From an optimization exercise on the open Yosys and OpenROAD flow, aimed at small area, a short achievable clock period and few clock cycles; shortcuts taken in it are not production practice. Function was checked by simulation only, so behaviour that the tests miss may differ from the original. No activity file was given, so power comes from the tool's default toggle rates.

### design.v
module calip_demod (
    input  wire        clk,
    input  wire        rst,           
    input  wire        s_valid,
    output wire        s_ready,
    input  wire [11:0] s_sample,      
    input  wire [31:0] s_sin,         
    input  wire [31:0] s_cos,         
    input  wire        s_last,        
    input  wire        s_upd,         
    input  wire        s_rezero,      
    input  wire [15:0] thresh,        
    input  wire [31:0] pitch,         
    input  wire        init,          
    input  wire [16:0] init_angle,    
    output reg         out_valid,
    output reg  [31:0] sum_sin,
    output reg  [31:0] sum_cos,
    output reg  [16:0] angle,
    output reg  [16:0] delta,
    output reg         advanced,
    output reg  [31:0] unwrap,
    output wire [31:0] pos_phys
);
    localparam W  = 38;               
    localparam ZW = 25;               
    reg        rdy_q;
    reg        i_v, i_last, i_upd, i_rz;
    reg [5:0]  i_neg, i_one, i_two;   
    reg        i_b6;                  
    reg [31:0] i_sin, i_cos;
    assign s_ready = rdy_q;
    reg [31:0] ms_s, ms_c;            
    reg [31:0] mc_s, mc_c;            
    reg        m_first;               
    reg        m_done;                
    reg        m_upd, m_rz;
    reg        a_idle, a_abs, a_norm, a_rot, a_done;    
    reg        xfer, handoff;         
    reg [4:0]  iter;
    reg [4:0]  sq;                    
    reg [3:0]  sr;                    
    reg [31:0] s1_sin, s1_cos;
    reg        a_upd, a_rz;
    reg        x_neg, y_neg, a_zero;
    reg [W-1:0]  cx, cy;
    reg [ZW-1:0] cz;
    reg        b_busy;
    reg [4:0]  b_cnt;
    reg        b_upd, b_rz;
    reg [16:0] last_angle;
    reg        b_neg, b_one, b_two;   
    reg [34:0] p_hi;
    reg [17:0] p_lo;
    assign pos_phys = {p_hi[13:0], p_lo};
    wire a_free   = a_idle || handoff;
    wire last_it  = sq[4] && sr[3];   
    wire vin        = s_valid && rdy_q;
    wire m_done_n   = (m_done && !xfer) || (i_v && i_last);
    wire a_idle_n   = a_free && !xfer;
    wire a_rot_n    = a_norm || (a_rot && !last_it);
    wire a_done_n   = (a_rot && last_it) || (a_done && !handoff);
    wire ov_n       = b_busy && !out_valid && (b_cnt == 5'd20);
    wire b_busy_n   = handoff || (b_busy && !out_valid);
    wire b_free_n   = !b_busy_n || ov_n;
    wire handoff_n  = a_done_n && b_free_n;
    wire a_free_n   = a_idle_n || handoff_n;
    wire xfer_n     = m_done_n && a_free_n;
    wire a_idle_nn  = a_free_n && !xfer_n;
    wire m_done_nn  = (m_done_n && !xfer_n) || (vin && s_last);
    wire rdy_n      = !(m_done_nn && !a_idle_nn);
    wire clr_acc = i_v && m_first;
    function [63:0] csa;              
        input [31:0] a, b, c;
        begin
            csa[31:0]  = a ^ b ^ c;
            csa[63:32] = {((a[30:0] & b[30:0]) | (a[30:0] & c[30:0]) | (b[30:0] & c[30:0])), 1'b0};
        end
    endfunction
    function [31:0] brow;             
        input [31:0] rf;
        input neg, one, two;
        begin
            brow = (({32{one}} & rf) | ({32{two}} & {rf[30:0], 1'b0})) ^ {32{neg}};
        end
    endfunction
    function [63:0] mac_tree;         
        input [31:0] acc_s, acc_c, rf;
        input [5:0]  neg, one, two;
        input        b6;
        reg [31:0] r [0:7];
        reg [31:0] ng;
        reg [63:0] t;
        reg [31:0] l1 [0:6];
        reg [31:0] l2 [0:4];
        reg [31:0] l3 [0:3];
        reg [31:0] l4 [0:2];
        integer j;
        begin
            for (j = 0; j < 6; j = j + 1)
                r[j] = brow(rf, neg[j], one[j], two[j]) << (2 * j);
            r[6] = (rf & {32{b6}}) << 12;
            ng   = {20'd0, 1'b0, neg[5], 1'b0, neg[4], 1'b0, neg[3],
                    1'b0, neg[2], 1'b0, neg[1], 1'b0, neg[0]};
            t = csa(r[0], r[1], r[2]); l1[0] = t[31:0]; l1[1] = t[63:32];
            t = csa(r[3], r[4], r[5]); l1[2] = t[31:0]; l1[3] = t[63:32];
            t = csa(r[6], ng, acc_s);  l1[4] = t[31:0]; l1[5] = t[63:32];
            l1[6] = acc_c;
            t = csa(l1[0], l1[1], l1[2]); l2[0] = t[31:0]; l2[1] = t[63:32];
            t = csa(l1[3], l1[4], l1[5]); l2[2] = t[31:0]; l2[3] = t[63:32];
            l2[4] = l1[6];
            t = csa(l2[0], l2[1], l2[2]); l3[0] = t[31:0]; l3[1] = t[63:32];
            l3[2] = l2[3]; l3[3] = l2[4];
            t = csa(l3[0], l3[1], l3[2]); l4[0] = t[31:0]; l4[1] = t[63:32];
            l4[2] = l3[3];
            mac_tree = csa(l4[0], l4[1], l4[2]);
        end
    endfunction
    wire [63:0] ts = mac_tree(ms_s & {32{!clr_acc}}, ms_c & {32{!clr_acc}}, i_sin,
                              i_neg, i_one, i_two, i_b6);
    wire [63:0] tc = mac_tree(mc_s & {32{!clr_acc}}, mc_c & {32{!clr_acc}}, i_cos,
                              i_neg, i_one, i_two, i_b6);
    wire [13:0] se = {1'b0, s_sample, 1'b0};
    reg  [5:0]  e_neg, e_one, e_two;
    integer q;
    always @(*) begin
        for (q = 0; q < 6; q = q + 1) begin
            e_neg[q] = vin & se[2*q+2] & ~(se[2*q+1] & se[2*q]);
            e_one[q] = vin & (se[2*q+1] ^ se[2*q]);
            e_two[q] = vin & ((se[2*q+2] & ~se[2*q+1] & ~se[2*q]) |
                              (~se[2*q+2] & se[2*q+1] & se[2*q]));
        end
    end
    wire [31:0] ax = s1_cos[31] ? (~s1_cos + 32'd1) : s1_cos;
    wire [31:0] ay = s1_sin[31] ? (~s1_sin + 32'd1) : s1_sin;
    wire [31:0] m = cx[34:3] | cy[34:3];
    reg [4:0] lz;
    integer k;
    always @(*) begin
        lz = 5'd0;
        for (k = 0; k < 32; k = k + 1)
            if (m[k]) lz = 5'd31 - k[4:0];
    end
    function [ZW-1:0] atan_tab;
        input [4:0] i;
        case (i)
            5'd0:  atan_tab = 25'd2097152;
            5'd1:  atan_tab = 25'd1238021;
            5'd2:  atan_tab = 25'd654136;
            5'd3:  atan_tab = 25'd332050;
            5'd4:  atan_tab = 25'd166669;
            5'd5:  atan_tab = 25'd83416;
            5'd6:  atan_tab = 25'd41718;
            5'd7:  atan_tab = 25'd20860;
            5'd8:  atan_tab = 25'd10430;
            5'd9:  atan_tab = 25'd5215;
            5'd10: atan_tab = 25'd2608;
            5'd11: atan_tab = 25'd1304;
            5'd12: atan_tab = 25'd652;
            5'd13: atan_tab = 25'd326;
            5'd14: atan_tab = 25'd163;
            5'd15: atan_tab = 25'd81;
            5'd16: atan_tab = 25'd41;
            5'd17: atan_tab = 25'd20;
            5'd18: atan_tab = 25'd10;
            5'd19: atan_tab = 25'd5;
            default: atan_tab = 25'd0;
        endcase
    endfunction
    function [W-1:0] ashr;
        input [W-1:0] v;
        input [4:0]   cq;
        input [3:0]   fr;
        reg   [W-1:0] c;
        begin
            c = ({W{cq[0]}} & v) |
                ({W{cq[1]}} & {{4{v[W-1]}},  v[W-1:4]}) |
                ({W{cq[2]}} & {{8{v[W-1]}},  v[W-1:8]}) |
                ({W{cq[3]}} & {{12{v[W-1]}}, v[W-1:12]}) |
                ({W{cq[4]}} & {{16{v[W-1]}}, v[W-1:16]});
            ashr = ({W{fr[0]}} & c) |
                   ({W{fr[1]}} & {{1{c[W-1]}}, c[W-1:1]}) |
                   ({W{fr[2]}} & {{2{c[W-1]}}, c[W-1:2]}) |
                   ({W{fr[3]}} & {{3{c[W-1]}}, c[W-1:3]});
        end
    endfunction
    wire [W-1:0]  sx   = ashr(cx, sq, sr);
    wire [W-1:0]  sy   = ashr(cy, sq, sr);
    wire [ZW-1:0] at   = atan_tab(iter);
    wire          ypos = !cy[W-1];
    wire          zadd = ypos ^ x_neg ^ y_neg;
    wire [W:0]    cx_t = {cx, 1'b1} + {sy ^ {W{!ypos}}, !ypos};
    wire [W:0]    cy_t = {cy, 1'b1} + {sx ^ {W{ypos}}, ypos};
    wire [ZW:0]   cz_t = {cz, 1'b1} + {at ^ {ZW{!zadd}}, !zadd};
    wire [W-1:0]  cx_n = cx_t[W:1];
    wire [W-1:0]  cy_n = cy_t[W:1];
    wire [ZW-1:0] cz_n = cz_t[ZW:1];
    wire [ZW-1:0] z_init = (x_neg == y_neg) ? (y_neg ? 25'h1800080 : 25'h0000080)
                                             : (y_neg ? 25'h0000080 : 25'h0800080);
    wire [16:0] a_raw = cz[24:8];
    wire [16:0] a_fix = a_zero ? 17'd0 :
                        (a_raw == 17'h18000) ? 17'h08000 : a_raw;
    wire signed [17:0] d0 = {angle[16], angle} - {last_angle[16], last_angle};
    wire signed [17:0] dw = (d0 >  18'sd32768) ? d0 - 18'sd65536 :
                            (d0 < -18'sd32768) ? d0 + 18'sd65536 : d0;
    wire        [16:0] dmag = delta[16] ? (~delta + 17'd1) : delta;
    wire [4:0]  nstep = b_cnt - 5'd3;
    wire [34:0] pe    = {2'b00, pitch, 1'b0};
    wire [2:0]  bd_n  = pe[{nstep, 1'b0} +: 3];
    wire [34:0] pmag  = ({35{b_one}} & {{3{unwrap[31]}}, unwrap}) |
                        ({35{b_two}} & {{2{unwrap[31]}}, unwrap, 1'b0});
    wire [35:0] ps_t  = {p_hi, 1'b1} + {pmag ^ {35{b_neg}}, b_neg};
    wire [34:0] psum  = ps_t[35:1];
    always @(posedge clk) begin
        i_neg  <= e_neg;
        i_one  <= e_one;
        i_two  <= e_two;
        i_b6   <= vin & s_sample[11];
        i_sin  <= s_sin;
        i_cos  <= s_cos;
        i_last <= s_last;
        i_upd  <= s_upd;
        i_rz   <= s_rezero;
        ms_s <= ts[31:0];
        ms_c <= ts[63:32];
        mc_s <= tc[31:0];
        mc_c <= tc[63:32];
        if (i_v) m_first <= i_last;
        if (i_v && i_last) begin
            m_upd <= i_upd;
            m_rz  <= i_rz;
        end
        if (xfer) begin
            s1_sin <= ms_s + ms_c;
            s1_cos <= mc_s + mc_c;
            a_upd  <= m_upd;
            a_rz   <= m_rz;
        end
        if (a_abs) begin
            cx <= {3'b000, ax, 3'b000};
            cy <= {3'b000, ay, 3'b000};
        end else if (a_norm) begin
            cx <= cx << lz;
            cy <= cy << lz;
        end else begin
            cx <= cx_n;
            cy <= cy_n;
        end
        if (a_abs) begin
            x_neg  <= s1_cos[31];
            y_neg  <= s1_sin[31];
        end
        if (a_norm) begin
            a_zero <= (m == 32'd0);
            cz     <= z_init;
            iter   <= 5'd0;
            sq     <= 5'b00001;
            sr     <= 4'b0001;
        end else if (a_rot) begin
            cz   <= cz_n;
            iter <= iter + 5'd1;
            sr   <= {sr[2:0], sr[3]};
            if (sr[3]) sq <= {sq[3:0], 1'b0};
        end
        if (handoff) begin
            sum_sin <= s1_sin;
            sum_cos <= s1_cos;
            angle   <= a_fix;
            b_upd   <= a_upd;
            b_rz    <= a_rz;
        end
        b_neg   <= bd_n[2] & ~(bd_n[1] & bd_n[0]);
        b_one   <= bd_n[1] ^ bd_n[0];
        b_two   <= (bd_n[2] & ~bd_n[1] & ~bd_n[0]) | (~bd_n[2] & bd_n[1] & bd_n[0]);
        p_hi <= (b_cnt == 5'd3) ? 35'd0 : {{2{psum[34]}}, psum[34:2]};
        p_lo <= {psum[1:0], p_lo[17:2]};
        if (rst) begin
            rdy_q      <= 1'b1;
            i_v        <= 1'b0;
            m_first    <= 1'b1;
            m_done     <= 1'b0;
            a_idle     <= 1'b1;
            a_abs      <= 1'b0;
            a_norm     <= 1'b0;
            a_rot      <= 1'b0;
            a_done     <= 1'b0;
            xfer       <= 1'b0;
            handoff    <= 1'b0;
            b_busy     <= 1'b0;
            b_cnt      <= 5'd0;
            out_valid  <= 1'b0;
            last_angle <= 17'd0;
            unwrap     <= 32'd0;
            delta      <= 17'd0;
            advanced   <= 1'b0;
        end else begin
            rdy_q  <= rdy_n;
            i_v    <= vin;
            m_done <= m_done_n;
            xfer    <= xfer_n;
            handoff <= handoff_n;
            a_idle  <= a_idle_n;
            a_abs   <= xfer;
            a_norm  <= a_abs;
            a_rot   <= a_rot_n;
            a_done  <= a_done_n;
            out_valid <= ov_n;
            if (handoff) begin
                b_busy <= 1'b1;
                b_cnt  <= 5'd1;
            end else if (b_busy && !out_valid) begin
                b_cnt <= b_cnt + 5'd1;
            end else if (out_valid) begin
                b_busy <= 1'b0;
                b_cnt  <= 5'd0;
            end
            if (b_cnt == 5'd1 && b_upd)
                delta <= dw[16:0];
            if (b_cnt == 5'd2 && b_upd)
                advanced <= (dmag > {1'b0, thresh});
            if (b_cnt == 5'd3) begin
                if (b_upd && advanced)
                    last_angle <= angle;
                if (b_rz)
                    unwrap <= 32'd0;
                else if (b_upd && advanced)
                    unwrap <= unwrap + {{15{delta[16]}}, delta};
            end
            if (init) begin
                last_angle <= init_angle;
                unwrap     <= 32'd0;
                delta      <= 17'd0;
                advanced   <= 1'b0;
            end
        end
    end
endmodule
### flow/run.sh
#!/bin/bash
set -euo pipefail
export SETUP_SLACK_MARGIN=8
bash standard.sh finish > standard_flow.log 2>&1
### standard.sh
#!/bin/bash
# synth_recipe.tcl (not shown) runs the flow's synth.tcl, then flattens the netlist and writes it again
# the make line also repeats each setting of config.mk as NAME=value (left out here)
make -C /OpenROAD-flow-scripts/flow DESIGN_CONFIG=/design/flow/config.mk WORK_HOME=/design/flow/orfs CLKGATE_MAP_FILE= SYNTH_SCRIPT=/design/flow/synth_recipe.tcl "${@:-finish}"
### config.mk
export PLATFORM = sky130hd
export DESIGN_NAME = calip_demod
export DESIGN_NICKNAME = calip_demod
export VERILOG_FILES = /design/flow/design.v
export SDC_FILE = /design/flow/constraint.sdc
export NUM_CORES = 4
export LEC_CHECK = 0
export CAP_MARGIN = 20
export CORE_MARGIN = 2
export CORE_UTILIZATION = 60
export PLACE_DENSITY = 0.72
export SLEW_MARGIN = 20
export TNS_END_PERCENT = 10
### constraint.sdc
create_clock -name core_clock -period 12.0 [get_ports {clk}]
set_input_delay 2.4000 -clock core_clock [delete_from_list [all_inputs] [get_ports {clk}]]
set_output_delay 2.4000 -clock core_clock [all_outputs]
set_load 0.01 [all_outputs]
==> run summary, run 1 <==
Place:
- The count of input and output buffers is 312.
- The estimated wirelength of the detail-placed design is 128 mm.
- The global placement routability congestion is 1.01.
- Once placement finished, the instance area stood at 61000 sq um.

Job:
- The max-capacitance violation count is 0.

Drt:
- Summing over every cut layer, the via total after detailed routing is 50000.
- The detail route stage leaves a number of antenna-violating nets equal to 0.
- The routed length per placed instance is 23.7 um.
- Dividing the detail-routed via count by the number of cells gives 6.46.
- The first-pass iteration count of the detailed router is 12.
- The iteration-0 DRC count of the detailed router is 6170.
- The total wirelength of the detailed-routed design is 183 mm.
- For this run, design rule violations remaining after detail routing come to 0.

Setup path:
- Among cell families on the critical path, the largest total delay comes from compound AO/OA/AOI/OAI gates.
- The standard cell with the maximum stage delay on the critical path is sky130_fd_sc_hd__a222oi_1.
- STA classifies the critical path startpoint as a register.
- Walking the worst path, the cells encountered are buf_12, a222oi_1, a21boi_1, a2111oi_4, xnor2_1, ha_1, a21o_1, a21oi_2, o211ai_1, a31o_1, a211o_1, a31o_4, a31oi_4, o211ai_1, nand3_1, a31oi_1, xnor2_1, a211o_1.
- The number of buffers and inverters on the critical path is 1.
- The kind of end point of the critical path is a register.
- STA puts the critical path data required time at 12.54 ns.
- The largest driver fanout on the critical path is 26.
- The stage delay of the slowest cell on the critical path is 0.44 ns.
- The arrival time of data at the critical path endpoint is 5.17 ns.
- The worst setup path category is register to register.

Synth:
- The sequential-to-total area share from yosys stat is 25.4%.
- The number of nets in the synthesized netlist is 7142.
- Synthesis inferred 638 register bits.
- The number of synthesized flops with an enable pin is 179.
- In the synthesized netlist the async set-or-reset flop fraction comes to 0%.
- The post-synthesis cell type count is 104.
- For this run, the number of Yosys warnings is 11.
- The synthesized area is 57300 sq um.
- The most frequently used flop master after synthesis is sky130_fd_sc_hd__dfxtp_1.
- Synthesis produced a netlist whose cell count is 6277.
- Each instance of the synthesized netlist takes up on average 9.13 sq um.

Finish:
- The fraction of layout cells with a size suffix above 1 is 9.20%.
- The largest registers in the layout are cx: 38 flops, cy: 38 flops, p_hi: 33 flops.
- The signed area change from the synthesized netlist to the final layout is 15.2%.
- The final layout contains 7269 nets.
- With fillers left out, the area of the finished cells amounts to 66000 sq um.

CTS:
- The later pin in the worst-skew pair is clocked with a latency of 0.67 ns.
- The tree is rooted in a sky130_fd_sc_hd__clkbuf_16.
- The maximum clock insertion buffer count is 3.
- The clock input transition at the sequential cells of the worst setup and hold paths is 0.06 ns.
- For this design, the sink count on the clock tree is 638.
- Counting the buffers created by CTS gives 76.
- The depth of the CTS H-tree is 3.
- TritonCTS built the clock tree.

Outcome:
- The run finished with no timing, DRC or antenna violations.

Floorplan:
- The starting utilization of the core area is 60.4%.
- Measured along the x axis, the die boundary spans 313 um.
- Pin placement for this block handled 313 I/O pins.
- The core region is 94900 sq um.
- The vertical die dimension is 313 um.
- The placement row count is 113.
- The floorplan die area is 98000 sq um.

STA:
- The final setup skew is 0.0297 ns.
- The number of endpoints failing setup at the final stage is 0.
- The maximum clock frequency is 216 MHz.
- Of the available clock period, the critical path in the final layout requires 38.6%.
- The worst pin sits at a relative slew slack of 33.7%.
- After routing, the total negative slack on setup checks comes to 0 ns.
- The max-slew violation total from the final report is 0.
- The total count of hold-check failures in the final report is 0.
- The post-layout minimum cycle time is 4.63 ns.
- At the pin with the least slew margin, the transition time is 0.994 ns.
- Setup repair after global routing could not meet its margin everywhere.

GRT:
- Entering global routing, the biggest net connects 82 pins.
- The combined global-route utilization of all metal layers is 35.8%.
- The aggregate global routing overflow is 0.
- The number of antenna violations at the first check in global routing is 6.
- The via count of the first global-routing pass is 48300.
- The first global-routing pass estimated 279 mm of wire.

Power:
- The static leakage power is 27.2 nW.
- VDD sags by at most 0.255 mV.
- The power per standard cell area is 296 nW/um^2.
- The overall power is 0.0196 W.

Worst hold path:
- The tightest min-delay check is of the register to register type.
## through the flow
step	hold slack, ns	setup slack, ns	utilization, %	cells
6_report	0.345	7.37	69.6	7733
5_1_grt	0.352	7.24	69.6	7733
4_1_cts	0.348	7.49	68.5	7690
3_5_place_dp	0.337	6.70	64.3	7472
3_3_place_gp	0.334	6.69	64.2	7471
2_1_floorplan	0.382	7.86	-	6277
## worst paths after layout
path                start       to  depth (start not counted)  slack, ns
hold reg to reg   p_lo[6]  p_lo[4]                          0       0.35
setup / recovery    sq[4]   cx[34]                         18       7.37
setup reg to reg    sq[4]   cx[34]                         18       7.37
hold / removal    p_lo[6]  p_lo[4]                          0       0.35
## logic make-up (layout without fill, tap and decap cells)
| group | after synthesis | in the layout | synth area share (%) |
|---|---|---|---|
| adder cells (fa/ha/maj) | 718 | 718 | 20.2 |
| buffers and inverters | 991 | 1179 | 6.70 |
| AND/OR/NAND/NOR | 1288 | 1288 | 11.0 |
| XOR/XNOR | 752 | 752 | 11.5 |
| multiplexers | 235 | 235 | 4.40 |
| other | 0 | 2 | 0 |
| AO/OA/AOI/OAI | 1655 | 1656 | 20.8 |
| flip-flops | 638 | 638 | 25.4 |
## synthesized netlist by cell type, drive strengths merged, types with 181 or more instances
master,count,area [sq um]
clkbuf,321,1210
nand2,324,1220
fa,350,7010
xnor2,554,4850
and2,181,1130
nor2,356,1350
ha,367,4590
mux2i,187,1870
a22oi,439,3300
xor2,197,1730
a21oi,299,1500
inv,544,2040
dfxtp,459,9190
## final cells by class
| cell class | instances | area [sq um] |
|---|---|---|
| Multi-Input combinational cell | 4649 | 39800 |
| Fill cell | 7421 | 28800 |
| Sequential cell | 638 | 14700 |
| Timing Repair Buffer | 493 | 5230 |
| Clock buffer | 94 | 2070 |
| Inverter | 546 | 2050 |
| Tap cell | 1265 | 1580 |
| Clock inverter | 46 | 632 |
| Antenna cell | 2 | 5.00 |
## layer usage
layer / global-route usage, % / part of all wire (%) / up-vias
met1: 49.1 / 41 / 24300
met5: 0 / 0.025 / -
met3: 7.17 / 9.9 / 501
met2: 55.7 / 45 / 2660
met4: 14.2 / 4.5 / 6
li1: - / - / 22500
## power breakdown
| part | internal [W] | switching (W) | leakage (nW) |
|---|---|---|---|
| clock | 0.00150 | 0.00102 | 1.30 |
| combinational | 0.00591 | 0.00717 | 20.5 |
| sequential | 0.00303 | 0.000937 | 5.45 |
## placed cells by master (no fill, tap or decap), drive strengths merged, types with 31 or more instances in the layout
cell type        n
dfxtp          459
nor2b           43
a211oi          38
fa             350
a222oi          52
inv            547
a22o            72
a21o            94
clkbuf         100
a31oi           33
edfxtp         179
clkdlybuf4s50  312
buf            170
nand2          324
and2           181
nand2b          43
a21oi          299
o21ai          179
mux2            38
mux2i          187
ha             367
xor2           197
and3            41
nand3           72
a221oi          92
nor2           356
or3             31
o21a            45
a22oi          439
nor3            78
o31ai           42
xnor2          554
## what timing repair did
| action | CTS | global route |
|---|---|---|
| gates cloned | 9 | 5 |
| endpoints found under the setup margin | 295 | 294 |
| pin swaps | 87 | 61 |
| resized for setup | 129 | 147 |
| setup buffers | 69 | 34 |
| hold buffers | 0 | 0 |
Testbench counts, summed over its fixed seeds: cycles 37,402.
==> run 2, diff against run 1 <==
--- a/design.v
+++ b/design.v
@@ -37,3 +37,3 @@
     reg        m_upd, m_rz;
-    reg        a_idle, a_abs, a_norm, a_rot, a_done;    
+    reg        a_idle, a_norm, a_rot, a_done;    
     reg        xfer, handoff;         
@@ -57,2 +57,3 @@
     wire last_it  = sq[4] && sr[3];   
+    wire next_last = sq[4] && sr[2];  
     wire vin        = s_valid && rdy_q;
@@ -61,3 +62,4 @@
     wire a_rot_n    = a_norm || (a_rot && !last_it);
-    wire a_done_n   = (a_rot && last_it) || (a_done && !handoff);
+    wire a_done_n   = (a_rot && last_it && !handoff) || (a_done && !handoff);
+    wire a_last_n   = a_rot && next_last;
     wire ov_n       = b_busy && !out_valid && (b_cnt == 5'd20);
@@ -65,3 +67,3 @@
     wire b_free_n   = !b_busy_n || ov_n;
-    wire handoff_n  = a_done_n && b_free_n;
+    wire handoff_n  = (a_done_n || a_last_n) && b_free_n;
     wire a_free_n   = a_idle_n || handoff_n;
@@ -135,3 +137,3 @@
     wire [31:0] ay = s1_sin[31] ? (~s1_sin + 32'd1) : s1_sin;
-    wire [31:0] m = cx[34:3] | cy[34:3];
+    wire [31:0] m = ax | ay;
     reg [4:0] lz;
@@ -197,5 +199,7 @@
     wire [ZW-1:0] cz_n = cz_t[ZW:1];
-    wire [ZW-1:0] z_init = (x_neg == y_neg) ? (y_neg ? 25'h1800080 : 25'h0000080)
-                                             : (y_neg ? 25'h0000080 : 25'h0800080);
-    wire [16:0] a_raw = cz[24:8];
+    wire          xn0 = s1_cos[31], yn0 = s1_sin[31];
+    wire [ZW-1:0] z_init = (xn0 == yn0) ? (yn0 ? 25'h1800080 : 25'h0000080)
+                                         : (yn0 ? 25'h0000080 : 25'h0800080);
+    wire [ZW-1:0] cz_f = a_rot ? cz_n : cz;    
+    wire [16:0] a_raw = cz_f[24:8];
     wire [16:0] a_fix = a_zero ? 17'd0 :
@@ -205,3 +209,4 @@
                             (d0 < -18'sd32768) ? d0 + 18'sd65536 : d0;
-    wire        [16:0] dmag = delta[16] ? (~delta + 17'd1) : delta;
+    wire               d_big = ($signed(delta) > $signed({1'b0, thresh})) ||
+                               ($signed(delta) < -$signed({1'b0, thresh}));
     wire [4:0]  nstep = b_cnt - 5'd3;
@@ -238,8 +243,5 @@
         end
-        if (a_abs) begin
-            cx <= {3'b000, ax, 3'b000};
-            cy <= {3'b000, ay, 3'b000};
-        end else if (a_norm) begin
-            cx <= cx << lz;
-            cy <= cy << lz;
+        if (a_norm) begin
+            cx <= {3'b000, ax << lz, 3'b000};
+            cy <= {3'b000, ay << lz, 3'b000};
         end else begin
@@ -248,7 +250,5 @@
         end
-        if (a_abs) begin
-            x_neg  <= s1_cos[31];
-            y_neg  <= s1_sin[31];
-        end
         if (a_norm) begin
+            x_neg  <= xn0;
+            y_neg  <= yn0;
             a_zero <= (m == 32'd0);
@@ -282,3 +282,2 @@
             a_idle     <= 1'b1;
-            a_abs      <= 1'b0;
             a_norm     <= 1'b0;
@@ -302,4 +301,3 @@
             a_idle  <= a_idle_n;
-            a_abs   <= xfer;
-            a_norm  <= a_abs;
+            a_norm  <= xfer;
             a_rot   <= a_rot_n;
@@ -319,3 +317,3 @@
             if (b_cnt == 5'd2 && b_upd)
-                advanced <= (dmag > {1'b0, thresh});
+                advanced <= d_big;
             if (b_cnt == 5'd3) begin
--- a/config.mk
+++ b/config.mk
@@ -9,5 +9,4 @@
 export CORE_MARGIN = 2
-export CORE_UTILIZATION = 60
-export PLACE_DENSITY = 0.72
+export CORE_UTILIZATION = 40
+export PLACE_DENSITY = 0.6
 export SLEW_MARGIN = 20
-export TNS_END_PERCENT = 10
==> run 2 against run 1 <==
Effect of this change:
- clock power is 4% higher
- synthesized area is 2.4% lower
- clock skew is 0.0039 ns lower
- die area is 46% higher
- non-clock buffer count is 317 higher
- hold slack worse by 0.0057 ns
- via count is 0.16% lower
- final cell count is 11% higher
- sequential share of layout area is 1.9 points lower
- worst setup slack worse by 0.44 ns
- highest routed layer unchanged
- register-to-register slack worse by 0.44 ns
- total power is 6.5% higher
==> run summary, run 2 <==
Finish:
- The post-route cell area came to 71700 sq um (+8.5%).
- The number of nets at the end of the flow is 7486 (+3.0%).
- The fraction of layout cells with a size suffix above 1 came to 19.1% (+9.9 points).
- The library cells used most frequently in the layout, excluding fill and tap cells, are sky130_fd_sc_hd__xnor2_1 (579), sky130_fd_sc_hd__inv_1 (528), sky130_fd_sc_hd__a22oi_1 (431).
- The post-layout utilization of the core came to 51.5% (-18 points).
- The total inserted antenna cells was 0 (-2).
- From synthesis to final layout, the design area changed by 28.1%.
- The largest registers in the layout are cx: 38 flops, cy: 38 flops, p_hi: 33 flops.
- The library cell used most frequently in the layout, excluding fill and tap cells, is sky130_fd_sc_hd__xnor2_1.

Power:
- The maximum vdd ir drop came to 0.179 mV (-30%).
- The switching part of the total is 46.1% (-0.60 points).
- The power per standard cell area is 291 nW/um^2 (-1.9%).
- The switching power is 0.00959 W (+5.1%).
- The sequential fraction of design power is 18.2% (-2.1 points).
- The static leakage power is 29.8 nW (+9.5%).
- The clock share of power is 12.6% (-0.3 points).
- The internal portion of total power came to 0.0112 W (+7.7%).
- The power share of the combinational group is 69.1% (+2.2 points).

Place:
- The estimated wirelength of the detail-placed design is 134 mm (+4.6%).
- The post-place instance area is 60900 sq um (about the same).
- The global placement routability congestion is 0.956 (-5.1%).
- The count of input and output buffers is 312 (unchanged).

Drt:
- The iteration-0 DRC count of the detailed router came to 4572 (-26%).
- The routed length per placed instance was 23.7 um (+0.22%).
- The first-pass iteration count of the detailed router is 10 (-2).
- The remaining routing DRC violations is 0 (unchanged).
- The via total after detailed routing was 49900 (-0.16%).
- The total wirelength of the detailed-routed design is 203 mm (+11%).
- The per-cell via count in the routed design is 5.84 (-9.6%).
- The number of nets still failing antenna checks after routing is 0 (unchanged).

Synth:
- The mean instance size in the synthesized netlist is 9.17 sq um (+0.42%).
- In the post-synthesis netlist, the biggest area contributors are sky130_fd_sc_hd__dfxtp_1 (17%), sky130_fd_sc_hd__fa_1 (13%), sky130_fd_sc_hd__xnor2_1 (9.5%).
- The synthesis warning total is 11 (unchanged).
- The most instantiated library cell after synthesis is sky130_fd_sc_hd__xnor2_1.
- The post-synthesis cell type count is 90 (-13%).
- The synthesized net count is 6983 (-2.2%).
- The synthesized netlist cell count is 6101 (-2.8%).
- The sequential-to-total area share from yosys stat is 25.7% (+0.28 points).
- The share of synthesized registers carrying an async set or reset came to 0% (unchanged).
- sky130_fd_sc_hd__dfxtp_1 takes more of the synthesized area than any other cell.
- The synthesized area is 56000 sq um (-2.4%).
- The area share of the largest cell type after synthesis is 17.0% (+0.97 points).
- In the synthesized netlist the dominant register cell turns out to be sky130_fd_sc_hd__dfxtp_1.
- Sorting the synthesized cells by how often they occur yields sky130_fd_sc_hd__xnor2_1 (604), sky130_fd_sc_hd__inv_1 (536), sky130_fd_sc_hd__dfxtp_1 (475).
- The register bit total from synthesis was 637 (-0.16%).
- The number of synthesized flops with an enable pin is 162 (-9.5%).

STA:
- The post-route setup TNS is 0 ns (unchanged).
- The number of endpoints failing setup at the final stage is 0 (unchanged).
- The total count of hold-check failures in the final report is 0 (unchanged).
- The final worst-path cycle share is 42.3% (+3.7 points).
- The relative slew slack was 30.2% (-3.5 points).
- The final setup skew is 0.0258 ns (-0.00386 ns).
- The slew of the pin with the lowest slew margin is 1.05 ns (+0.0528 ns).
- Setup repair after global routing could not meet its margin everywhere.
- The max-slew violation total from the final report is 0 (unchanged).
- The post-layout minimum cycle time is 5.07 ns (+0.439 ns).
- The maximum clock frequency is 197 MHz (-8.7%).

CTS:
- The depth of the CTS H-tree is 3 (unchanged).
- The maximum clock insertion buffer count came to 3 (unchanged).
- The clock tree from TritonCTS is done.
- The sink count of the clock tree is 637 (-0.16%).
- The insertion delay to the later sink of the worst-skew pair came to 0.70 ns (+0.03 ns).
- The hold buffer count at CTS is 0 (unchanged).
- The clock input transition at the sequential cells of the worst setup and hold paths is 0.06 ns (about the same).
- The clock tree root buffer cell is sky130_fd_sc_hd__clkbuf_16.
- The CTS buffer count came to 81 (+6.6%).

Setup path:
- The critical path data required time is 12.61 ns (+0.07 ns).
- The worst setup path is captured at a register.
- The startpoint kind of the worst setup timing path is a register.
- The largest driver fanout on the critical path is 7 (-73%).
- The arrival time of data at the critical path endpoint is 5.69 ns (+0.52 ns).
- The count of cells along the worst register-to-register path came to 22 (+4).
- The setup path with the least slack is of type register to register.

GRT:
- The combined global-route utilization of all metal layers is 26.2% (-9.7 points).
- The wire length of the first global-routing pass is 292 mm (+4.7%).
- The pin count of the biggest net entering global routing is 69 (-16%).
- The aggregate global routing overflow was 0 (unchanged).
- The via count of the first global-routing pass is 48600 (+0.64%).
- The number of antenna violations at the first check in global routing is 3 (-3).

Floorplan:
- The I/O pin count is 313 (unchanged).
- The starting utilization of the core area is 40.2% (-20 points).
- The die width is 378 um (+21%).
- The floorplan die area is 143000 sq um (+46%).
- The placement row count is 137 (+21%).
- The core area is 139000 sq um (+47%).
- The vertical die dimension is 378 um (+21%).

Job:
- The max-capacitance violation count is 0 (unchanged).

Outcome:
- The run finished with no timing, DRC or antenna violations.

Worst hold path:
- The number of cells traversed by the worst hold path is 0 (unchanged).
- The type of the worst min-delay path is register to register.
==> run 2: cell types whose count changed after synthesis, moves of 18 or more <==
cell                       before  now
sky130_fd_sc_hd__mux2i_1      187  164
sky130_fd_sc_hd__xor2_1       197  156
sky130_fd_sc_hd__a221oi_1      92   71
sky130_fd_sc_hd__clkbuf_1     320  300
sky130_fd_sc_hd__o31ai_1       41   19
sky130_fd_sc_hd__xnor2_1      554  604
sky130_fd_sc_hd__a21oi_1      299  269
sky130_fd_sc_hd__mux2_2        36   18
==> run 2: cell type report <==
class	instances	area [sq um]
Clock buffer	95	2150
Clock inverter	53	668
Fill cell	12700	67500
Inverter	541	2050
Multi-Input combinational cell	4533	41500
Sequential cell	637	14600
Tap cell	1876	2350
Timing Repair Buffer	810	8340
==> run 2: critical path, stage by stage, from the launching register on <==
cell,delay [ns]
sky130_fd_sc_hd__edfxtp_1,0.53
sky130_fd_sc_hd__nor4_4,0.41
sky130_fd_sc_hd__buf_4,0.19
sky130_fd_sc_hd__buf_4,0.11
sky130_fd_sc_hd__a41oi_1,0.14
sky130_fd_sc_hd__xnor2_1,0.59
sky130_fd_sc_hd__nand3_1,0.25
sky130_fd_sc_hd__nor3_1,0.28
sky130_fd_sc_hd__a21oi_1,0.17
sky130_fd_sc_hd__a221oi_4,0.34
sky130_fd_sc_hd__a2bb2oi_4,0.11
sky130_fd_sc_hd__a31oi_4,0.16
sky130_fd_sc_hd__buf_12,0.17
sky130_fd_sc_hd__buf_6,0.12
sky130_fd_sc_hd__buf_16,0.13
sky130_fd_sc_hd__buf_12,0.12
sky130_fd_sc_hd__buf_12,0.09
sky130_fd_sc_hd__mux2i_4,0.27
sky130_fd_sc_hd__a211oi_2,0.13
sky130_fd_sc_hd__a31oi_4,0.18
sky130_fd_sc_hd__o22ai_2,0.10
sky130_fd_sc_hd__a221o_1,0.30
sky130_fd_sc_hd__a21oi_2,0.10
==> run 2: metal layers <==
layer / track usage [%] / part of all wire, %
met5: 0 / 0.0064
met2: 43.5 / 46
met4: 10.0 / 5.1
met1: 33.5 / 40
met3: 4.86 / 8.3
==> run 2: power groups by stage <==
stage / clock (W) / combinational (W) / sequential (W)
after floorplan: 0 / 0.00918 / 0.00336
after global placement: 0 / 0.0117 / 0.00379
after detailed placement: 0 / 0.0119 / 0.00379
after CTS: 0.00269 / 0.0133 / 0.00376
after global routing: 0.00277 / 0.0159 / 0.00383
final: 0.00262 / 0.0144 / 0.00380
==> run 2: path summary, 6_finish.rpt <==
kind | slack, ns | endpoint | from
setup reg to reg | 6.93 | cx[33] | s1_cos[3]
hold / removal | 0.34 | p_lo[5] | p_lo[7]
setup / recovery | 6.93 | cx[33] | s1_cos[3]
hold reg to reg | 0.34 | p_lo[5] | p_lo[7]
==> run 2: cell families after synthesis <==
logic type	share of synthesized area, %
compound gates	19.9
buf+inv	6.49
xor+xnor	11.9
mux	3.70
flops	25.7
fa+ha+maj	21.1
simple gates	11.1
==> run 2: what timing repair did <==
| item | 4_1_cts | 5_1_grt |
|---|---|---|
| resized for setup | 723 | 315 |
| buffers inserted | 236 | 163 |
| endpoints found under the setup margin | 367 | 151 |
| pin swaps | 186 | 195 |
| gates cloned | 17 | 29 |
==> run 2: metrics by stage <==
stage	hold slack, ns	power, W	cells	setup WS (ns)
after floorplan	0.382	0.0125	6101	7.37
after global placement	0.337	0.0155	7952	5.98
after detailed placement	0.340	0.0157	7952	5.96
after CTS	0.344	0.0198	8353	7.04
after global routing	0.347	0.0225	8545	6.75
final	0.340	0.0208	8545	6.93
Testbench counts of run 2, summed over its fixed seeds: cycles 37,114.
==> run 3, diff against run 2 <==
--- a/design.v
+++ b/design.v
@@ -25,2 +25,4 @@
     localparam W  = 38;               
+    localparam WX = 37;               
+    localparam WY = 36;               
     localparam ZW = 25;               
@@ -42,2 +44,4 @@
     reg [3:0]  sr;                    
+    reg [4:0]  sq2;                   
+    reg [3:0]  sr2;                   
     reg [31:0] s1_sin, s1_cos;
@@ -45,3 +49,4 @@
     reg        x_neg, y_neg, a_zero;
-    reg [W-1:0]  cx, cy;
+    reg [WX-1:0] cx;
+    reg [WY-1:0] cy;
     reg [ZW-1:0] cz;
@@ -188,12 +193,12 @@
     endfunction
-    wire [W-1:0]  sx   = ashr(cx, sq, sr);
-    wire [W-1:0]  sy   = ashr(cy, sq, sr);
+    wire [W-1:0]  sx   = ashr({{(W-WX){1'b0}}, cx} ^ {W{ypos}}, sq, sr);
+    wire [W-1:0]  sy   = ashr({{(W-WY){cy[WY-1]}}, cy} ^ {W{!ypos}}, sq2, sr2);
     wire [ZW-1:0] at   = atan_tab(iter);
-    wire          ypos = !cy[W-1];
+    wire          ypos = !cy[WY-1];
     wire          zadd = ypos ^ x_neg ^ y_neg;
-    wire [W:0]    cx_t = {cx, 1'b1} + {sy ^ {W{!ypos}}, !ypos};
-    wire [W:0]    cy_t = {cy, 1'b1} + {sx ^ {W{ypos}}, ypos};
+    wire [WX:0]   cx_t = {cx, 1'b1} + {sy[WX-1:0], !ypos};
+    wire [WY:0]   cy_t = {cy, 1'b1} + {sx[WY-1:0], ypos};
     wire [ZW:0]   cz_t = {cz, 1'b1} + {at ^ {ZW{!zadd}}, !zadd};
-    wire [W-1:0]  cx_n = cx_t[W:1];
-    wire [W-1:0]  cy_n = cy_t[W:1];
+    wire [WX-1:0] cx_n = cx_t[WX:1];
+    wire [WY-1:0] cy_n = cy_t[WY:1];
     wire [ZW-1:0] cz_n = cz_t[ZW:1];
@@ -244,4 +249,4 @@
         if (a_norm) begin
-            cx <= {3'b000, ax << lz, 3'b000};
-            cy <= {3'b000, ay << lz, 3'b000};
+            cx <= {2'b00, ax << lz, 3'b000};
+            cy <= {1'b0, ay << lz, 3'b000};
         end else begin
@@ -257,2 +262,4 @@
             sq     <= 5'b00001;
+            sq2    <= 5'b00001;
+            sr2    <= 4'b0001;
             sr     <= 4'b0001;
@@ -263,2 +270,4 @@
             if (sr[3]) sq <= {sq[3:0], 1'b0};
+            sr2  <= {sr2[2:0], sr2[3]};
+            if (sr2[3]) sq2 <= {sq2[3:0], 1'b0};
         end
--- a/config.mk
+++ b/config.mk
@@ -12 +12,2 @@
 export SLEW_MARGIN = 20
+export TNS_END_PERCENT = 10
==> run 3 against run 2 <==
Effect of this change:
- largest cell class unchanged
- still clean
- routed wire length decreased by 6.8%
- clock skew up 0.019 ns
- critical path type unchanged
- design area decreased by 3.0%
- total power fell by 5.7%
- first-iteration DRC count grew 8.0%
- sequential share of layout area grew 0.63 points
- clock-buffer cell count rose by 19
==> run summary, run 3 <==
Outcome:
- The flow ran to the end and the layout has no timing, DRC or antenna violations.

Synth:
- The number of synthesized flops with an enable pin was 162 (unchanged).
- The share of synthesized registers carrying an async set or reset is 0% (unchanged).
- The sequential-to-total area share from yosys stat is 25.4% (-0.31 points).
- The most frequently used flop master after synthesis is sky130_fd_sc_hd__dfxtp_1.
- Ranked by total cell area, the synthesized netlist is headed by sky130_fd_sc_hd__dfxtp_1 (17%), sky130_fd_sc_hd__fa_1 (12%), sky130_fd_sc_hd__xnor2_1 (8.8%).
- By area, the combinational part of the netlist is dominated by adder cells.
- The synthesis warning total is 11 (unchanged).
- By count the netlist is led by sky130_fd_sc_hd__xnor2_1 (571), sky130_fd_sc_hd__a22oi_1 (565), sky130_fd_sc_hd__inv_1 (524).
- The simple-gate share of the synthesized area is 12.4% (+1.3 points).
- The synthesized netlist cell count was 6258 (+2.6%).
- The post-synthesis cell type count is 110 (+22%).
- The synthesized-area fraction occupied by ao, oa, aoi and oai cells is 19.6% (-0.38 points).
- The synthesized area is 57100 sq um (+2.1%).
- The post-synthesis share of cell area spent on xor and xnor gates came to 11.7% (-0.26 points).
- The biggest area contributor in the post-synthesis netlist is sky130_fd_sc_hd__dfxtp_1.
- The synthesized net count came to 7138 (+2.2%).
- By instance count, the leading cell after synthesis is sky130_fd_sc_hd__xnor2_1.
- The adder-cell area share of the yosys netlist was 20.7% (-0.44 points).
- The multiplexer share of the synthesized area is 3.97% (+0.27 points).
- The register bit total from synthesis is 643 (+0.94%).
- The mean instance size in the synthesized netlist came to 9.13 sq um (-0.50%).
- The area share of the largest cell type after synthesis is 16.9% (-0.13 points).

CTS:
- The sink count of the clock tree came to 643 (+0.94%).
- The CTS buffer count is 81 (unchanged).
- TritonCTS built the clock tree.
- In this run the clock root is driven by a sky130_fd_sc_hd__clkbuf_16.
- The clock input transition at the sequential cells of the worst setup and hold paths is 0.06 ns (about the same).
- The maximum clock insertion buffer count is 3 (unchanged).
- The insertion delay to the later sink of the worst-skew pair is 0.72 ns (+0.02 ns).
- The depth of the CTS H-tree was 3 (unchanged).
- The hold buffer count at CTS is 0 (unchanged).

Finish:
- The total area of multi-input combinational cells is 41300 sq um (-0.52%).
- The number of fill cells in the layout was 13200 (+3.6%).
- The register with the most flip-flops in the layout has 37 of them.
- The area of all sequential standard cells is 14600 sq um (about the same).
- Counting flops per register, the top entry is cx.
- The signed area change from the synthesized netlist to the final layout is 21.7%.
- In the final layout, the registers with the most flip-flops are cx: 37 flops, cy: 36 flops, p_hi: 33 flops.
- Leaving out fill and tap cells, the most frequent cell in the layout is sky130_fd_sc_hd__a22oi_1.
- The fraction of layout cells with a size suffix above 1 is 13.9% (-5.2 points).
- The number of nets at the end of the flow is 7474 (-0.16%).
- In the layout the commonest cells are sky130_fd_sc_hd__a22oi_1 (558), sky130_fd_sc_hd__xnor2_1 (535), sky130_fd_sc_hd__inv_1 (512).

Job:
- The max-capacitance violation count is 0 (unchanged).

Floorplan:
- The starting utilization of the core area is 40.3% (+0.13 points).
- The floorplan die area is 146000 sq um (+2.0%).
- The I/O pin count is 313 (unchanged).
- The vertical die dimension is 382 um (+1.0%).
- The placement row count is 138 (+0.73%).
- The core area is 142000 sq um (+1.7%).
- The die width is 382 um (+1.0%).

Drt:
- The routed length on met2 is 87.0 mm (-7.7%).
- The via total after detailed routing is 49500 (-0.78%).
- The remaining routing DRC violations was 0 (unchanged).
- The number of nets still failing antenna checks after routing is 0 (unchanged).
- The routed wire length on met3 is 13.5 mm (-20%).
- The topmost layer with routed signal wires is met5.
- The routed length per placed instance was 22.1 um (-6.9%).
- The first-pass iteration count of the detailed router is 12 (+2).
- The total wirelength of the detailed-routed design is 189 mm (-6.8%).
- The routed length on met1 is 80.4 mm (-1.2%).
- The iteration-0 DRC count of the detailed router is 4936 (+8.0%).
- The per-cell via count in the routed design is 5.79 (-0.90%).

Setup path:
- In this run the worst setup path terminates at cy[34].
- The count of cells along the worst register-to-register path is 21 (-4.5%).
- The critical path goes through buf_16, xnor2_2, a222oi_1, nand2_1, and2_1, or4_4, buf_6, ha_4, nor2b_4, o31a_1, o311a_1, nor2_2, a211o_1, a21o_1, o21a_1, o21ai_2, o221ai_2, a31oi_4, a31oi_2, xor2_1, a22oi_1.
- The worst register-to-register path begins at cy[35].
- The arrival time of data at the critical path endpoint was 5.44 ns (-0.25 ns).
- The endpoint of the most critical register-to-register path is cy[34].
- Among all stages on the critical path, the largest delay is contributed by sky130_fd_sc_hd__dfxtp_4.
- The slack of the worst reg-to-reg path is 7.13 ns (+0.20 ns).
- The worst setup path is of the register to register kind.
- The startpoint kind of the worst setup timing path is a register.
- The most critical setup path has its startpoint at cy[35].
- The critical path data required time was 12.57 ns (-0.04 ns).
- The kind of end point of the critical path is a register.
- The stage delay of the slowest cell on the critical path came to 0.49 ns (-0.10 ns).
- The largest driver fanout on the critical path is 8 (+1).

STA:
- The final worst-path cycle share is 40.6% (-1.7 points).
- The slew of the pin with the lowest slew margin was 1.16 ns (+0.114 ns).
- The post-route setup TNS was 0 ns (unchanged).
- The maximum clock frequency came to 205 MHz (+4.1%).
- The number of endpoints failing setup at the final stage was 0 (unchanged).
- The post-layout minimum cycle time is 4.87 ns (-0.199 ns).
- The relative slew slack came to 22.5% (-7.7 points).
- The max-slew violation total from the final report came to 0 (unchanged).
- The total count of hold-check failures in the final report is 0 (unchanged).
- The final setup skew was 0.0448 ns (+0.0190 ns).
- Setup repair after global routing could not meet its margin everywhere.

Power:
- The maximum vdd ir drop is 0.186 mV (+4.4%).
- The overall power is 0.0196 W (-5.7%).
- The power per standard cell area came to 283 nW/um^2 (-2.8%).
- The static leakage power came to 28.5 nW (-4.5%).

GRT:
- The via count of the first global-routing pass is 48000 (-1.2%).
- The aggregate global routing overflow is 0 (unchanged).
- The combined global-route utilization of all metal layers is 24.9% (-1.2 points).
- The wire length of the first global-routing pass was 288 mm (-1.4%).
- The number of antenna violations at the first check in global routing is 8 (+5).
- The pin count of the biggest net entering global routing is 89 (+29%).

Place:
- The count of input and output buffers is 312 (unchanged).
- The estimated wirelength of the detail-placed design is 135 mm (+0.34%).
- The global placement routability congestion is 0.943 (-1.4%).

Worst hold path:
- The type of the worst min-delay path is register to register.
-- run 3: how the worst min path moves through the flow --
stage	end	startpoint	cells past startpoint
2_1_floorplan	p_lo[0]	p_lo[2]	0
6_report	p_lo[8]	p_lo[10]	0
4_1_cts	p_lo[8]	p_lo[10]	0
5_1_grt	p_lo[15]	p_lo[17]	0
3_5_place_dp	p_lo[10]	p_lo[12]	0
3_3_place_gp	p_lo[14]	p_lo[16]	0
-- run 3: kinds of logic (layout without fill, tap and decap cells) --
| kind of cell | count (synthesis) | in the layout |
|---|---|---|
| and+or+nand+nor | 1440 | 1448 |
| muxes | 207 | 207 |
| buffers and inverters | 919 | 1313 |
| adders and majority gates | 733 | 733 |
| DFF | 643 | 643 |
| AOI/OAI and AO/OA | 1557 | 1558 |
| other | 0 | 4 |
| xor gates and xnor gates | 759 | 759 |
-- run 3: cell type report --
type	instances	area share (%)
clock inverters	36	0.713
diodes	4	0.0144
flip-flops and latches	643	21.0
multi-input cells	4705	59.4
well taps	1890	3.40
clock buffers	114	3.45
repair buffers	638	9.17
inverters	525	2.85
-- run 3: power by group --
group | total, W | leakage (nW) | switching [W] | internal (W)
logic | 0.0134 | 21.6 | 0.00737 | 0.00599
registers | 0.00365 | 5.49 | 0.000636 | 0.00301
clock network | 0.00264 | 1.40 | 0.00107 | 0.00157
total | 0.0196 | 28.5 | 0.00908 | 0.0106
-- run 3: layer usage --
metal | up-vias | track usage [%]
met5 | - | 0
met4 | 6 | 10.0
met3 | 438 | 3.82
met2 | 2054 | 39.9
met1 | 24200 | 33.6
li1 | 22800 | -
-- run 3: stage by stage --
step                cells  utilization [%]  cell area, sq um  worst slack [ns]  hold slack, ns
detailed placement   8127             43.5             61600              5.57           0.339
finish               8555             49.1             69500              7.13           0.348
CTS                  8475             47.9             67800              7.22           0.351
global route         8554             49.1             69500              6.90           0.358
global placement     8127             43.5             61600              5.61           0.335
floorplan            6258                -             57300              7.33           0.382
-- run 3: repair_timing --
item	CTS	global route
buffers inserted	178	71
cloned	20	3
pin swaps	119	119
resized for setup	282	258
setup endpoints to repair	393	406
-- run 3: critical path: cells and delay by family, from the launching register on --
kind	cells	cell delay, ns
buffers and inverters	2	0.33
AOI/OAI and AO/OA	11	2.29
and+or+nand+nor	5	1.05
DFF	1	0.49
adders and majority gates	1	0.20
xor gates and xnor gates	2	0.33
Testbench counts of run 3, summed over its fixed seeds: cycles 37,114.

afterwards: timing with drivers on the ports:
The flow's constraints put no driver on any port. The routed layouts listed below were extracted and timed again, unchanged, in two steps.
Step 1, drivers: a clkbuf_16 drives clk and a buf_2 each remaining input, both assumed.
Step 2 times the ports against the registers' clock, not the clock port: input delays grow and output delays shrink by t, the midpoint of the rising clock arrivals with the driver on.
a / b / c = no drivers / after step 1 / after step 2; a / b = the first two.
| run | t, ns | slack for setup (ns) | worst data-port slew with drivers (ns) | pins driven straight from the clock port |
|---|---|---|---|---|
| run 1 | 0.726 | 7.369 / 7.369 / 7.209 | 0.09 | 1 |
| run 2 | 0.760 | 6.929 / 6.929 / 6.929 | 0.10 | 1 |
| run 3 | 0.778 | 7.128 / 7.128 / 6.914 | 0.13 | 1 |
After both steps setup and hold are still met in every run listed. The setup slack of run 3, which loses most, moves by 0.000 ns with the drivers and by -0.214 ns with both steps.
